This is an optimization exercise on Yosys and OpenROAD, whose aim is small area, not a production implementation. Function was checked by simulation only, so behaviour that the tests miss may differ from the original. No activity file was given, so power comes from the tool's default toggle rates.

Design themis_core, start of the top module:
module themis_core (
    input  wire        clk,
    input  wire        rst,
    input  wire        ev_valid,
    output wire        ev_ready,
    input  wire [25:0] ev_word,
    output reg         tx_valid,
    output wire        tx_bank,
    output wire [15:0] tx_word,
    output wire [1:0]  bank_sel,
    output wire [3:0]  trig,
    output reg  [31:0] overlap_faults
);
Settings: LEC_CHECK=0, CAP_MARGIN=0, CORE_MARGIN=2, CORE_UTILIZATION=40, SLEW_MARGIN=0, BUFFER_PORTS_ARGS=-buffer_cell sky130_fd_sc_hd__buf_1, CTS_ARGS=-sink_clustering_enable -repair_clock_nets -dont_use_dummy_load -buf_list sky130_fd_sc_hd__clkbuf_4 -sink_clustering_size 8 -sink_clustering_max_diameter 50; clock period 12.0 ns.
standard.sh (not shown) runs the stock make flow with config.mk's settings and CLKGATE_MAP_FILE= SYNTH_SCRIPT=/design/flow/synth_recipe.tcl, a recipe that flattens the netlist after the stock synthesis.
==> flow/flow/run.sh <==
#!/bin/bash
# The standard ORFS layout, with three changes to how it is made:
#  - the combinational logic of the standard synthesis is re-mapped by ABC for
#    area (flow/resyn.ys); every register stays the instance the standard
#    synthesis made, with its name and cell type;
#  - ports are buffered with the smallest buffer;
#  - the clock tree uses clkbuf_4 in clusters of at most 8 sinks, without
#    dummy loads.
# Each tool's output goes to a log file in this folder.
set -euo pipefail
W=$(pwd)
R=$W/orfs/results/sky130hd/themis_core/base
LIB=$FLOW_HOME/platforms/sky130hd/lib/sky130_fd_sc_hd__tt_025C_1v80.lib
YOSYS=$(command -v yosys || echo "$FLOW_HOME/../tools/install/yosys/bin/yosys")
cat >> config.mk <<'CFG'
export BUFFER_PORTS_ARGS = -buffer_cell sky130_fd_sc_hd__buf_1
export CTS_ARGS = -sink_clustering_enable -repair_clock_nets -dont_use_dummy_load -buf_list sky130_fd_sc_hd__clkbuf_4 -sink_clustering_size 8 -sink_clustering_max_diameter 50
CFG
bash standard.sh synth > synth.log 2>&1
cp "$R/1_2_yosys.v" "$W/std_1_2_yosys.v"
sed -e "s#@LIB@#$LIB#g" -e "s#@IN@#$W/std_1_2_yosys.v#" -e "s#@OUT@#$R/1_2_yosys.v#" flow/resyn.ys > resyn.ys
"$YOSYS" -l resyn.log -q resyn.ys > resyn.out 2>&1
rm -f "$R/1_synth.odb"
bash standard.sh > standard.log 2>&1
==> flow/flow/resyn.ys <==
# Re-map the combinational logic of the standard synthesis for area.
# Registers stay the instances the standard synthesis made (same names, same
# cell types); only the logic between them is re-mapped by ABC.
read_liberty -ignore_miss_func @LIB@
setattr -mod -set keep_hierarchy 1 sky130_fd_sc_hd__df* sky130_fd_sc_hd__edf* sky130_fd_sc_hd__sdf* sky130_fd_sc_hd__sedf* sky130_fd_sc_hd__dl*
read_verilog @IN@
hierarchy -top themis_core
flatten
opt -purge
abc -liberty @LIB@ -dont_use *lpflow* -dont_use *probe* -script +strash;ifraig;dc2;dc2;dch,-f;amap,-F,50,-A,30;topo
opt_clean -purge
splitnets
hilomap -singleton -hicell sky130_fd_sc_hd__conb_1 HI -locell sky130_fd_sc_hd__conb_1 LO
insbuf -buf sky130_fd_sc_hd__buf_1 A X
opt_clean -purge
stat -liberty @LIB@
blackbox A:keep_hierarchy
write_verilog -noattr -nohex -nodec @OUT@
Edit:
--- a/flow/config.mk
+++ b/flow/config.mk
@@ -8 +8 @@
-export CAP_MARGIN = 0
+export CAP_MARGIN = 20
@@ -11 +11 @@
-export SLEW_MARGIN = 0
+export SLEW_MARGIN = 20
After rerunning: Total power barely changes; setup slack is better by 0.071 ns; die area stays the same; utilization hardly moves; routed wire length barely changes; maximum frequency is higher by 0.87%.

* * *

== delta ==
Another version of the RTL of themis_core (not shown whole).
Size: about 1700 cells after synthesis.
Settings: LEC_CHECK=0, CAP_MARGIN=20, CORE_MARGIN=2, CORE_UTILIZATION=40, SLEW_MARGIN=20, BUFFER_PORTS_ARGS=-buffer_cell sky130_fd_sc_hd__buf_1, CTS_ARGS=-sink_clustering_enable -repair_clock_nets -dont_use_dummy_load -buf_list sky130_fd_sc_hd__clkbuf_4 -sink_clustering_size 8 -sink_clustering_max_diameter 50; clock period 12.0 ns.
==> flow/flow/run.sh <==
#!/bin/bash
# The standard ORFS layout, with three changes to how it is made:
#  - the combinational logic of the standard synthesis is re-mapped by ABC for
#    area (flow/resyn.ys, with a few ABC scripts; the smallest result is
#    kept); every register stays the instance the standard synthesis made,
#    with its name and cell type;
#  - ports are buffered with the smallest buffer;
#  - the clock tree uses clkbuf_4 in clusters of at most 8 sinks, without
#    dummy loads.
# Each tool's output goes to a log file in this folder.
set -euo pipefail
W=$(pwd)
R=$W/orfs/results/sky130hd/themis_core/base
LIB=$FLOW_HOME/platforms/sky130hd/lib/sky130_fd_sc_hd__tt_025C_1v80.lib
YOSYS=$(command -v yosys || echo "$FLOW_HOME/../tools/install/yosys/bin/yosys")
cat >> config.mk <<'CFG'
export BUFFER_PORTS_ARGS = -buffer_cell sky130_fd_sc_hd__buf_1
export CTS_ARGS = -sink_clustering_enable -repair_clock_nets -dont_use_dummy_load -buf_list sky130_fd_sc_hd__clkbuf_4 -sink_clustering_size 8 -sink_clustering_max_diameter 50
CFG
bash standard.sh synth > synth.log 2>&1
cp "$R/1_2_yosys.v" "$W/std_1_2_yosys.v"
R1="strash;ifraig;dc2;dc2;dch,-f;amap,-F,50,-A,30"
R2="strash;ifraig;dc2;dch,-f;amap,-F,50,-A,30"
SCRIPTS=("+$R1;topo" "+$R1;$R2;topo" "+$R1;$R2;$R2;topo" "+$R1;$R2;$R2;$R2;topo")
best=""
bestarea=""
for i in "${!SCRIPTS[@]}"; do
  sed -e "s#@LIB@#$LIB#g" -e "s#@IN@#$W/std_1_2_yosys.v#" -e "s#@OUT@#$W/resyn_$i.v#" \
      -e "s#@SCRIPT@#${SCRIPTS[$i]}#" flow/resyn.ys > "resyn_$i.ys"
  if "$YOSYS" -l "resyn_$i.log" -q "resyn_$i.ys" > "resyn_$i.out" 2>&1; then
    a=$(grep "Chip area for top module" "resyn_$i.log" | tail -1 | awk '{print $NF}')
    if [[ -n "$a" ]] && { [[ -z "$bestarea" ]] || awk -v x="$a" -v y="$bestarea" 'BEGIN{exit !(x < y)}'; }; then
      best=$i
      bestarea=$a
    fi
  fi
done
echo "re-mapped netlist: script $best, area $bestarea" > resyn_choice.log
if [[ -n "$best" ]]; then
  cp "$W/resyn_$best.v" "$R/1_2_yosys.v"
  rm -f "$R/1_synth.odb"
fi
bash standard.sh > standard.log 2>&1
==> flow/flow/resyn.ys <==
# Re-map the combinational logic of the standard synthesis for area.
# Registers stay the instances the standard synthesis made (same names, same
# cell types); only the logic between them is re-mapped by ABC.
read_liberty -ignore_miss_func @LIB@
setattr -mod -set keep_hierarchy 1 sky130_fd_sc_hd__df* sky130_fd_sc_hd__edf* sky130_fd_sc_hd__sdf* sky130_fd_sc_hd__sedf* sky130_fd_sc_hd__dl*
read_verilog @IN@
hierarchy -top themis_core
flatten
opt -purge
abc -liberty @LIB@ -dont_use *lpflow* -dont_use *probe* -script @SCRIPT@
opt_clean -purge
splitnets
hilomap -singleton -hicell sky130_fd_sc_hd__conb_1 HI -locell sky130_fd_sc_hd__conb_1 LO
insbuf -buf sky130_fd_sc_hd__buf_1 A X
opt_clean -purge
stat -liberty @LIB@
blackbox A:keep_hierarchy
write_verilog -noattr -nohex -nodec @OUT@
delta: all stages complete, timing, DRC and antenna checks passed
Inputs modified between delta and zinc:
- a change of CTS_ARGS from -sink_clustering_enable -repair_clock_nets -dont_use_dummy_load -buf_list sky130_fd_sc_hd__clkbuf_4 -sink_clustering_size 8 -sink_clustering_max_diameter 50 to -sink_clustering_enable -repair_clock_nets -dont_use_dummy_load -buf_list {sky130_fd_sc_hd__clkbuf_2 sky130_fd_sc_hd__clkbuf_4 sky130_fd_sc_hd__clkbuf_8} -sink_clustering_size 8 -sink_clustering_max_diameter 50
-- flow/flow/run.sh --
<<< delta, line 17
export BUFFER_PORTS_ARGS = -buffer_cell sky130_fd_sc_hd__buf_1
export CTS_ARGS = -sink_clustering_enable -repair_clock_nets -dont_use_dummy_load -buf_list sky130_fd_sc_hd__clkbuf_4 -sink_clustering_size 8 -sink_clustering_max_diameter 50
CFG
>>> zinc, line 17
export BUFFER_PORTS_ARGS = -buffer_cell sky130_fd_sc_hd__buf_1
export CTS_ARGS = -sink_clustering_enable -repair_clock_nets -dont_use_dummy_load -buf_list {sky130_fd_sc_hd__clkbuf_2 sky130_fd_sc_hd__clkbuf_4 sky130_fd_sc_hd__clkbuf_8} -sink_clustering_size 8 -sink_clustering_max_diameter 50
CFG
Results
~same maximum frequency in zinc and delta
Side by side, core utilization turned out higher in zinc than in delta.
Worst path required time is higher on delta
Across both runs, cell area was higher for zinc than for delta.
The die area on delta is in line with that on zinc.
Of zinc and delta, delta shows the lower met2 capacity usage during global routing, with zinc above it.
The following lists how quartz was set up differently from zinc:
- a change of CTS_ARGS from -sink_clustering_enable -repair_clock_nets -dont_use_dummy_load -buf_list {sky130_fd_sc_hd__clkbuf_2 sky130_fd_sc_hd__clkbuf_4 sky130_fd_sc_hd__clkbuf_8} -sink_clustering_size 8 -sink_clustering_max_diameter 50 to -sink_clustering_enable -repair_clock_nets -dont_use_dummy_load -buf_list sky130_fd_sc_hd__clkbuf_4 -sink_clustering_size 8 -sink_clustering_max_diameter 50
==> flow/flow/run.sh <==
#!/bin/bash
# The standard ORFS layout, with three changes to how it is made:
#  - the combinational logic of the standard synthesis is re-mapped by ABC for
#    area (flow/resyn.ys); every register stays the instance the standard
#    synthesis made, with its name and cell type;
#  - ports are buffered with the smallest buffer;
#  - the clock tree uses clkbuf_4 in clusters of at most 8 sinks, without
#    dummy loads.
# Each tool's output goes to a log file in this folder.
set -euo pipefail
W=$(pwd)
R=$W/orfs/results/sky130hd/themis_core/base
LIB=$FLOW_HOME/platforms/sky130hd/lib/sky130_fd_sc_hd__tt_025C_1v80.lib
YOSYS=$(command -v yosys || echo "$FLOW_HOME/../tools/install/yosys/bin/yosys")
cat >> config.mk <<'CFG'
export BUFFER_PORTS_ARGS = -buffer_cell sky130_fd_sc_hd__buf_1
export CTS_ARGS = -sink_clustering_enable -repair_clock_nets -dont_use_dummy_load -buf_list sky130_fd_sc_hd__clkbuf_4 -sink_clustering_size 8 -sink_clustering_max_diameter 50
CFG
bash standard.sh synth > synth.log 2>&1
cp "$R/1_2_yosys.v" "$W/std_1_2_yosys.v"
sed -e "s#@LIB@#$LIB#g" -e "s#@IN@#$W/std_1_2_yosys.v#" -e "s#@OUT@#$R/1_2_yosys.v#" flow/resyn.ys > resyn.ys
"$YOSYS" -l resyn.log -q resyn.ys > resyn.out 2>&1
rm -f "$R/1_synth.odb"
bash standard.sh > standard.log 2>&1
-- flow/flow/resyn.ys --
<<< zinc, line 9
opt -purge
abc -liberty @LIB@ -dont_use *lpflow* -dont_use *probe* -script @SCRIPT@
opt_clean -purge
>>> quartz, line 9
opt -purge
abc -liberty @LIB@ -dont_use *lpflow* -dont_use *probe* -script +strash;ifraig;dc2;dc2;dch,-f;amap,-F,50,-A,30;topo
opt_clean -purge
Notes after the runs:
- zinc → quartz: non-filler instance count after layout shows an increase of 1.8%; proportion of power drawn by combinational gates rose 2.1 points.
- quartz against zinc: setup slack went up, latest clock arrival within the worst-skew pair rose 0.12 ns, remaining max-slew budget at the tightest pin climbed 3.1 points, worst slack at placement moved up.
- Sort quartz and zinc by number of nets in the final layout desc -> top: quartz
- zinc → quartz: total standard cell area after synthesis has increased; via count has increased.
### quartz -> onyx
- changing CORE_UTILIZATION from 40 to 25
-- flow/flow/run.sh --
<<< quartz, line 3
#  - the combinational logic of the standard synthesis is re-mapped by ABC for
#    area (flow/resyn.ys); every register stays the instance the standard
#    synthesis made, with its name and cell type;
#  - ports are buffered with the smallest buffer;
>>> onyx, line 3
#  - the combinational logic of the standard synthesis is re-mapped by ABC for
#    area (flow/resyn.ys, with a few ABC scripts; the smallest result is
#    kept); every register stays the instance the standard synthesis made,
#    with its name and cell type;
#  - ports are buffered with the smallest buffer;
<<< quartz, line 20
cp "$R/1_2_yosys.v" "$W/std_1_2_yosys.v"
sed -e "s#@LIB@#$LIB#g" -e "s#@IN@#$W/std_1_2_yosys.v#" -e "s#@OUT@#$R/1_2_yosys.v#" flow/resyn.ys > resyn.ys
"$YOSYS" -l resyn.log -q resyn.ys > resyn.out 2>&1
rm -f "$R/1_synth.odb"
bash standard.sh > standard.log 2>&1
>>> onyx, line 21
cp "$R/1_2_yosys.v" "$W/std_1_2_yosys.v"
R1="strash;ifraig;dc2;dc2;dch,-f;amap,-F,50,-A,30"
R2="strash;ifraig;dc2;dch,-f;amap,-F,50,-A,30"
SCRIPTS=("+$R1;topo" "+$R1;$R2;topo" "+$R1;$R2;$R2;topo" "+$R1;$R2;$R2;$R2;topo")
best=""
bestarea=""
for i in "${!SCRIPTS[@]}"; do
  sed -e "s#@LIB@#$LIB#g" -e "s#@IN@#$W/std_1_2_yosys.v#" -e "s#@OUT@#$W/resyn_$i.v#" \
      -e "s#@SCRIPT@#${SCRIPTS[$i]}#" flow/resyn.ys > "resyn_$i.ys"
  if "$YOSYS" -l "resyn_$i.log" -q "resyn_$i.ys" > "resyn_$i.out" 2>&1; then
    a=$(grep "Chip area for top module" "resyn_$i.log" | tail -1 | awk '{print $NF}')
    if [[ -n "$a" ]] && { [[ -z "$bestarea" ]] || awk -v x="$a" -v y="$bestarea" 'BEGIN{exit !(x < y)}'; }; then
      best=$i
      bestarea=$a
    fi
  fi
done
echo "re-mapped netlist: script $best, area $bestarea" > resyn_choice.log
if [[ -n "$best" ]]; then
  cp "$W/resyn_$best.v" "$R/1_2_yosys.v"
  rm -f "$R/1_synth.odb"
fi
bash standard.sh > standard.log 2>&1
-- flow/flow/resyn.ys --
<<< quartz, line 9
opt -purge
abc -liberty @LIB@ -dont_use *lpflow* -dont_use *probe* -script +strash;ifraig;dc2;dc2;dch,-f;amap,-F,50,-A,30;topo
opt_clean -purge
>>> onyx, line 9
opt -purge
abc -liberty @LIB@ -dont_use *lpflow* -dont_use *probe* -script @SCRIPT@
opt_clean -purge
[summary]
Part of the cycle the worst path needs (higher): onyx. Comparing onyx against quartz, there is no change at all in hold path depth. onyx: initial cell density of the core 15 points below quartz. Global-route usage: quartz and onyx compared, lower one is onyx. Lower fraction of met3 tracks used by global routing was reported by onyx, not quartz. Compared with quartz, onyx shows number of vias per cell that has gone down by more than 10%. The run showing the greater clock power share is quartz. Post-route worst hold slack: onyx > quartz.
[inputs] fjord vs onyx
- CORE_UTILIZATION now 65, was 25
==> comparison <==
- Taking onyx as the reference point, the share of final layout cell area taken by non-clock buffers of fjord rises by 0.25 points.
- fjord vs onyx: total power down slightly
- Net switching power: higher on onyx
- Routed wire in fjord totals less than in onyx.
- Met2 capacity usage during global routing (fjord over onyx): increase, 31 points
- Diff onyx -> fjord: sequential share of layout area saw an increase, count of cell instances traversed by the critical path saw a decrease.

* * *

Another version of the RTL of themis_core (not shown whole).
Size: roughly 1900 cells after synthesis, ~86 I/O pins, ~17000 um2 of cells after synthesis.
export LEC_CHECK = 0
export CAP_MARGIN = 20
export CORE_MARGIN = 2
export CORE_UTILIZATION = 40
export GPL_TIMING_DRIVEN = 0
export SLEW_MARGIN = 20
export BUFFER_PORTS_ARGS = -buffer_cell sky130_fd_sc_hd__buf_1
export CTS_ARGS = -sink_clustering_enable -repair_clock_nets -dont_use_dummy_load -buf_list sky130_fd_sc_hd__clkbuf_4 -sink_clustering_size 8 -sink_clustering_max_diameter 50
create_clock -name core_clock -period 12.0 [get_ports {clk}]
==> flow/flow/run.sh <==
#!/bin/bash
# The standard ORFS layout, with three changes to how it is made:
#  - the combinational logic of the standard synthesis is re-mapped by ABC for
#    area (flow/resyn.ys); every register stays the instance the standard
#    synthesis made, with its name and cell type;
#  - ports are buffered with the smallest buffer;
#  - the clock tree uses clkbuf_8 in clusters of at most 12 sinks, without
#    dummy loads.
# Each tool's output goes to a log file in this folder.
set -euo pipefail
W=$(pwd)
R=$W/orfs/results/sky130hd/themis_core/base
LIB=$FLOW_HOME/platforms/sky130hd/lib/sky130_fd_sc_hd__tt_025C_1v80.lib
YOSYS=$(command -v yosys || echo "$FLOW_HOME/../tools/install/yosys/bin/yosys")
cat >> config.mk <<'CFG'
export BUFFER_PORTS_ARGS = -buffer_cell sky130_fd_sc_hd__buf_1
export CTS_ARGS = -sink_clustering_enable -repair_clock_nets -dont_use_dummy_load -buf_list sky130_fd_sc_hd__clkbuf_4 -sink_clustering_size 8 -sink_clustering_max_diameter 50
CFG
bash standard.sh synth > synth.log 2>&1
cp "$R/1_2_yosys.v" "$W/std_1_2_yosys.v"
sed -e "s#@LIB@#$LIB#g" -e "s#@IN@#$W/std_1_2_yosys.v#" -e "s#@OUT@#$R/1_2_yosys.v#" flow/resyn.ys > resyn.ys
"$YOSYS" -l resyn.log -q resyn.ys > resyn.out 2>&1
rm -f "$R/1_synth.odb"
bash standard.sh > standard.log 2>&1
==> flow/flow/resyn.ys <==
# Re-map the combinational logic of the standard synthesis for area.
# Registers stay the instances the standard synthesis made (same names, same
# cell types); only the logic between them is re-mapped by ABC.
read_liberty -ignore_miss_func @LIB@
setattr -mod -set keep_hierarchy 1 sky130_fd_sc_hd__df* sky130_fd_sc_hd__edf* sky130_fd_sc_hd__sdf* sky130_fd_sc_hd__sedf* sky130_fd_sc_hd__dl*
read_verilog @IN@
hierarchy -top themis_core
flatten
opt -purge
abc -liberty @LIB@ -dont_use *lpflow* -dont_use *probe* -script +strash;dc2;dch,-f;amap;strash;dch,-f;amap
opt_clean -purge
splitnets
hilomap -singleton -hicell sky130_fd_sc_hd__conb_1 HI -locell sky130_fd_sc_hd__conb_1 LO
insbuf -buf sky130_fd_sc_hd__buf_1 A X
opt_clean -purge
stat -liberty @LIB@
blackbox A:keep_hierarchy
write_verilog -noattr -nohex -nodec @OUT@
The first run passed the timing, design-rule and antenna checks.
Edit:
--- a/flow/flow/run.sh
+++ b/flow/flow/run.sh
@@ -16,3 +16,3 @@
 export BUFFER_PORTS_ARGS = -buffer_cell sky130_fd_sc_hd__buf_1
-export CTS_ARGS = -sink_clustering_enable -repair_clock_nets -dont_use_dummy_load -buf_list sky130_fd_sc_hd__clkbuf_4 -sink_clustering_size 8 -sink_clustering_max_diameter 50
+export CTS_ARGS = -sink_clustering_enable -repair_clock_nets -dont_use_dummy_load -buf_list sky130_fd_sc_hd__clkbuf_8 -sink_clustering_size 12 -sink_clustering_max_diameter 80
 CFG
CTS_ARGS = -sink_clustering_enable -repair_clock_nets -dont_use_dummy_load -buf_list sky130_fd_sc_hd__clkbuf_8 -sink_clustering_size 12 -sink_clustering_max_diameter 80   (was -sink_clustering_enable -repair_clock_nets -dont_use_dummy_load -buf_list sky130_fd_sc_hd__clkbuf_4 -sink_clustering_size 8 -sink_clustering_max_diameter 50)
GPL_TIMING_DRIVEN = not set   (was 0)
=> Register-to-register slack is better by 1.6 ns. Area after synthesis stays the same. Final cell count shrinks by about 2.2%. Core utilization shrinks by 0.21 points. Final area shrinks by about 0.46%. Sequential power barely changes. Combinational power barely changes. Die area is unchanged.
Edit:
==> flow/flow/run.sh (replaced) <==
#!/bin/bash
# Layout with the standard flow, changing only how ports are buffered, whether
# synthesis buffers are kept and how the clock tree is built.
set -euo pipefail
cat >> config.mk <<'CFG'
export REMOVE_ABC_BUFFERS = 1
export BUFFER_PORTS_ARGS = -buffer_cell sky130_fd_sc_hd__buf_1
export CTS_ARGS = -sink_clustering_enable -repair_clock_nets -dont_use_dummy_load -buf_list sky130_fd_sc_hd__clkbuf_8 -sink_clustering_size 12 -sink_clustering_max_diameter 80
CFG
bash standard.sh > standard.log 2>&1
REMOVE_ABC_BUFFERS = 1   (was not set)
removed: flow/flow/resyn.ys
Outcome: Count of clock-buffer cells in the layout is higher by 1; critical path depth drops by 11; sequential power goes down by about a fifth; non-clock buffer count shrinks by 3; power came out lower by a quarter to a third.
Edit:
--- a/flow/flow/run.sh
+++ b/flow/flow/run.sh
@@ -7,3 +7,3 @@
 export BUFFER_PORTS_ARGS = -buffer_cell sky130_fd_sc_hd__buf_1
-export CTS_ARGS = -sink_clustering_enable -repair_clock_nets -dont_use_dummy_load -buf_list sky130_fd_sc_hd__clkbuf_8 -sink_clustering_size 12 -sink_clustering_max_diameter 80
+export CTS_ARGS = -sink_clustering_enable -repair_clock_nets -dont_use_dummy_load -buf_list sky130_fd_sc_hd__clkbuf_16 -sink_clustering_size 22 -sink_clustering_max_diameter 120
 CFG
CTS_ARGS = -sink_clustering_enable -repair_clock_nets -dont_use_dummy_load -buf_list sky130_fd_sc_hd__clkbuf_16 -sink_clustering_size 22 -sink_clustering_max_diameter 120   (was -sink_clustering_enable -repair_clock_nets -dont_use_dummy_load -buf_list sky130_fd_sc_hd__clkbuf_8 -sink_clustering_size 12 -sink_clustering_max_diameter 80)
Result: The new run finished clean. Worst setup slack got worse by 0.068 ns. Fmax falls by 0.92%. Design area is about the same. Via count shrinks by 0.70%. Sequential power is about the same. Core utilization barely changes. Hold slack improved by 0.023 ns. Clock power went up by about 2%. Die area stays the same. Routed wire length fell by 0.43%.

## re-timing with driven ports
Ports are ideal in the flow. The routed layouts listed here were re-timed in OpenROAD.
Step 1, drivers: a clkbuf_16 drives clk and a buf_2 each remaining input, both assumed.
Step 2 adds t to the input delays and takes it off the output delays; t is the mean of the earliest and latest rising clock arrival at the registers after step 1. Input paths then give back, and output paths get back, about the clock's delay inside the block.
a / b / c = no drivers / after step 1 / after step 2; a / b = the first two.
run | t (ns) | slack for setup (ns) | pins driven straight from the clock port
the first run of note 1 | 0.800 | 3.716 / 3.716 / 3.716 | 1
the second run of note 1 | 0.791 | 3.788 / 3.788 / 3.788 | 1
delta | 0.777 | 3.679 / 3.679 / 3.679 | 1
zinc | 0.647 | 3.702 / 3.702 / 3.702 | 1
quartz | 0.758 | 4.864 / 4.864 / 4.864 | 1
onyx | 0.795 | 3.827 / 3.827 / 3.827 | 1
fjord | 0.707 | 3.735 / 3.735 / 3.735 | 1
the first run of note 3 | 0.806 | 2.691 / 2.691 / 2.691 | 1
the second run of note 3 | 0.658 | 4.275 / 4.275 / 4.275 | 1
the third run of note 3 | 0.655 | 4.660 / 4.660 / 4.660 | 1
the fourth run of note 3 | 0.623 | 4.592 / 4.592 / 4.592 | 1
After both steps every run listed still meets setup and hold.
